Background: an optimization exercise with open tools, aiming at small area, a short achievable clock period and few clock cycles. Do not read the settings as production practice. Power is estimated from default activity; no workload was simulated.

Setup of wip/onyx:
==> flow/design.v <==
module spse_enc4 (
    input  wire         clk,
    input  wire         rst_n,
    input  wire [3:0]   mv_valid,
    output wire [3:0]   mv_ready,
    input  wire [127:0] mv_steps,
    input  wire [3:0]   smp_valid,
    output wire [3:0]   smp_ready,
    input  wire [127:0] smp_ticks,
    output wire [3:0]   desc_valid,
    input  wire [3:0]   desc_ready,
    output wire [127:0] desc_data
);
    genvar g;
    generate
        for (g = 0; g < 4; g = g + 1) begin : g_unit
            spse_unit u (
                .clk(clk), .rst_n(rst_n),
                .mv_valid(mv_valid[g]), .mv_ready(mv_ready[g]),
                .mv_steps(mv_steps[g*32 +: 32]),
                .smp_valid(smp_valid[g]), .smp_ready(smp_ready[g]),
                .smp_ticks(smp_ticks[g*32 +: 32]),
                .desc_valid(desc_valid[g]), .desc_ready(desc_ready[g]),
                .desc_data(desc_data[g*32 +: 32])
            );
        end
    endgenerate
endmodule
module spse_unit (
    input  wire        clk,
    input  wire        rst_n,
    input  wire        mv_valid,
    output wire        mv_ready,
    input  wire [31:0] mv_steps,
    input  wire        smp_valid,
    output wire        smp_ready,
    input  wire [31:0] smp_ticks,
    output wire        desc_valid,
    input  wire        desc_ready,
    output wire [31:0] desc_data
);
    reg  [30:0] out;
    reg         ov;
    reg  [31:0] W;
    reg         wb, wf;
    reg  [31:0] s;
    reg         snz;           
    reg         tr, mk;
    reg         sr, mr;        
    reg         wsat, wbig;    
    reg         wlast;         
    assign desc_valid = ov;
    assign desc_data  = {1'b0, out};
    assign smp_ready  = sr;
    assign mv_ready   = mr;
    wire load = !ov || desc_ready;
    wire        t_big   = smp_ticks > 32'd32777;             
    wire        t_sat   = smp_ticks > 32'd32776;             
    wire [14:0] t_sub   = smp_ticks[14:0] - 15'd10;
    wire [14:0] t_L     = t_sat ? 15'h7fff : t_sub;
    wire [30:0] t_first = {t_L, 1'b1, 15'd10};
    wire [14:0] w_L     = wsat ? 15'h7fff : W[14:0];
    wire [30:0] w_first = {w_L, 1'b1, 15'd10};
    wire        last  = wlast;
    wire [14:0] hw    = W[15:1];
    wire [14:0] d0    = hw - 15'd16388;                      
    wire [14:0] d1    = hw - (W[0] ? 15'd16388 : 15'd16389); 
    wire [30:0] cont  = last ? {d1, 1'b0, d0} : {15'h7fff, 1'b0, 15'h7fff};
    wire take  = smp_valid && sr;
    wire mv_go = mv_valid && mr;
    wire e_w     = load && wb;
    wire e_mk    = load && !wb && mk;
    wire e_first = load && take;
    wire e_tr    = load && !wb && !mk && tr && !snz;
    reg        wb_n, wf_n, snz_n, tr_n, mk_n;
    always @(*) begin
        wb_n = wb;
        wf_n = wf;
        if (take) begin
            wb_n = load ? t_big : 1'b1;
            wf_n = !load;
        end else if (e_w) begin
            if (wf) begin
                wf_n = 1'b0;
                wb_n = wbig;
            end else if (last) begin
                wb_n = 1'b0;
            end else begin
                wb_n = W != 32'd98311;                    
            end
        end
        snz_n = snz;
        tr_n  = tr;
        mk_n  = mk;
        if (mv_go) begin
            snz_n = mv_steps != 32'd0;
            tr_n  = 1'b1;
            mk_n  = tr && !e_tr;
        end else begin
            if (take)
                snz_n = s != 32'd1;
            if (e_mk)
                mk_n = 1'b0;
            if (e_tr)
                tr_n = 1'b0;
        end
    end
    always @(posedge clk) begin
        if (!rst_n) begin
            ov <= 1'b0;
            wb <= 1'b0;
            wf <= 1'b0;
            tr <= 1'b0;
            mk <= 1'b0;
            sr <= 1'b0;
            mr <= 1'b1;
        end else begin
            if (e_w)
                out <= wf ? w_first : cont;
            else if (e_first)
                out <= t_first;
            else if (e_mk || e_tr)
                out <= 31'd0;
            if (load)
                ov <= e_w || e_mk || e_first || e_tr;
            if (take) begin
                W     <= {smp_ticks[31:15], t_sat ? smp_ticks[14:0] : t_sub};
                wsat  <= t_sat;
                wbig  <= t_big;
                wlast <= smp_ticks < 32'd98311;
            end else if (e_w && !wf && !last) begin
                W     <= W - 32'd65534;
                wlast <= W < 32'd163845;                 
            end
            if (mv_go)
                s <= mv_steps;
            else if (take)
                s <= s - 32'd1;
            wb  <= wb_n;
            wf  <= wf_n;
            snz <= snz_n;
            tr  <= tr_n;
            mk  <= mk_n;
            sr  <= !wb_n && !mk_n && tr_n && snz_n;
            mr  <= !tr_n || (!snz_n && !mk_n);
        end
    end
endmodule
==> flow/config.mk <==
export PLATFORM = sky130hd
export DESIGN_NAME = spse_enc4
export DESIGN_NICKNAME = spse_enc4
export VERILOG_FILES = /design/flow/design.v
export SDC_FILE = /design/flow/constraint.sdc
export NUM_CORES = 4
export LEC_CHECK = 0
export CAP_MARGIN = 20
export CORE_MARGIN = 2
export CORE_UTILIZATION = 60
export CTS_BUF_LIST = sky130_fd_sc_hd__clkbuf_4 sky130_fd_sc_hd__clkbuf_8
export CTS_CLUSTER_SIZE = 30
export SLEW_MARGIN = 20
==> flow/constraint.sdc <==
create_clock -name core_clock -period 11.0 [get_ports {clk}]
set_input_delay 2.2000 -clock core_clock [delete_from_list [all_inputs] [get_ports {clk}]]
set_output_delay 2.2000 -clock core_clock [all_outputs]
set_load 0.01 [all_outputs]
standard.sh (not shown) runs the stock make flow with config.mk's settings and CLKGATE_MAP_FILE= SYNTH_SCRIPT=/design/flow/synth_recipe.tcl, a recipe that flattens the netlist after the stock synthesis.
==> flow/flow/run.sh <==
#!/bin/bash
# The standard layout, with two changes to how it is made:
#  - ports are buffered with buf_1 instead of the flow's default pick
#  - timing repair aims at a setup slack margin of SETUP_MARGIN ns, so the
#    layout is optimised for a shorter period than the 11 ns constraint
#    (the constraints themselves are unchanged)
set -euo pipefail
SETUP_MARGIN=$(cat flow/setup_margin.txt)
bash standard.sh finish \
  "SETUP_SLACK_MARGIN=${SETUP_MARGIN}" \
  "BUFFER_PORTS_ARGS=-buffer_cell sky130_fd_sc_hd__buf_1" \
  > standard_make.log 2>&1
==> flow/flow/setup_margin.txt <==
6.5
Looking at the reports, wip/onyx completed the entire flow and the layout it produced met the timing, DRC and antenna checks.
Relative to wip/onyx, the following input files were edited for wip/amber:
==> flow/flow/run.sh <==
#!/bin/bash
# The standard layout, with two changes to how it is made:
#  - ports are buffered with buf_1 instead of the flow's default pick
#  - timing repair aims at a setup slack margin (ns) so that the layout is
#    optimised for a shorter period than the 11 ns constraint; the margin
#    for the repair right after synthesis and the one for the later
#    repairs (after CTS and global routing) are read from flow/margins.txt
#    (the constraints themselves are unchanged)
set -euo pipefail
read -r FP_MARGIN LATE_MARGIN < flow/margins.txt
BUF="BUFFER_PORTS_ARGS=-buffer_cell sky130_fd_sc_hd__buf_1"
bash standard.sh floorplan "SETUP_SLACK_MARGIN=${FP_MARGIN}" "$BUF" > standard_make_1.log 2>&1
bash standard.sh finish "SETUP_SLACK_MARGIN=${LATE_MARGIN}" "$BUF" > standard_make_2.log 2>&1
==> flow/flow/margins.txt (new file) <==
0 7.5
removed: flow/flow/setup_margin.txt
Results
Smallest setup slack after layout ended up 0.63 ns higher on wip/amber than on wip/onyx.
wip/amber against wip/onyx; final area is up by a few percent.
Min via count across wip/onyx and wip/amber: wip/onyx
wip/amber against wip/onyx: clock buffer instance count of the final layout has decreased; combinational share of power climbed 0.5 points; sequential cell count flat; number of signal-net buffers in the layout saw an increase.
wip/amber vs wip/onyx: routed wire length up in wip/amber
The inputs of wip/tundra differ from those of wip/amber as listed below.
==> flow/flow/run.sh <==
#!/bin/bash
# The standard layout, with two changes to how it is made:
#  - ports are buffered with buf_1 instead of the flow's default pick
#  - timing repair aims at a setup slack margin of SETUP_MARGIN ns, so the
#    layout is optimised for a shorter period than the 11 ns constraint
#    (the constraints themselves are unchanged)
set -euo pipefail
SETUP_MARGIN=$(cat flow/setup_margin.txt)
bash standard.sh finish \
  "SETUP_SLACK_MARGIN=${SETUP_MARGIN}" \
  "BUFFER_PORTS_ARGS=-buffer_cell sky130_fd_sc_hd__buf_1" \
  > standard_make.log 2>&1
==> flow/flow/setup_margin.txt (new file) <==
7.0
removed: flow/flow/margins.txt
Results
wip/tundra completed end to end with timing, DRC and antenna clean. wip/tundra gives less final RePlAce weighted congestion than wip/amber did. Delta (wip/tundra minus wip/amber): arrival time of data at the critical path endpoint increased by 0.36 ns relative to the old numbers; flip-flop and latch share of the layout cell area increased by 1.3 points relative to the old numbers; post-layout instance area decreased by 3.3% relative to the old numbers. Between wip/amber and wip/tundra, number of standard cells in the layout, taps in and fillers out decreased. Sequential power across wip/tundra and wip/amber: no real change.
No functional check of the RTL was part of any run of this note.

## afterwards: timing with drivers on the ports
The flow's constraints put no driver on any port. The routed layouts listed below were extracted and timed again, unchanged, in two steps.
Step 1: set_driving_cell puts a clkbuf_16 on clk and a buf_2 on each other input, an assumption about the parent block.
Step 2 times the ports against the registers' clock, not the clock port: input delays grow and output delays shrink by t, the midpoint of the rising clock arrivals with the driver on.
a / b / c = ideal ports / drivers / drivers and shift; a / b = the first two.
run	t (ns)	slack for setup (ns)	clock arrival spread, ns	worst data-port slew with drivers (ns)
wip/onyx	0.701	6.694 / 6.727 / 6.026	0.031 / 0.031	0.11
wip/amber	0.700	7.325 / 7.335 / 6.635	0.035 / 0.035	0.12
wip/tundra	0.700	6.941 / 6.977 / 6.277	0.032 / 0.032	0.11
After both steps every run listed still meets setup and hold. The setup slack of wip/amber, which loses most, moves by +0.010 ns with the drivers and by -0.690 ns with both steps.
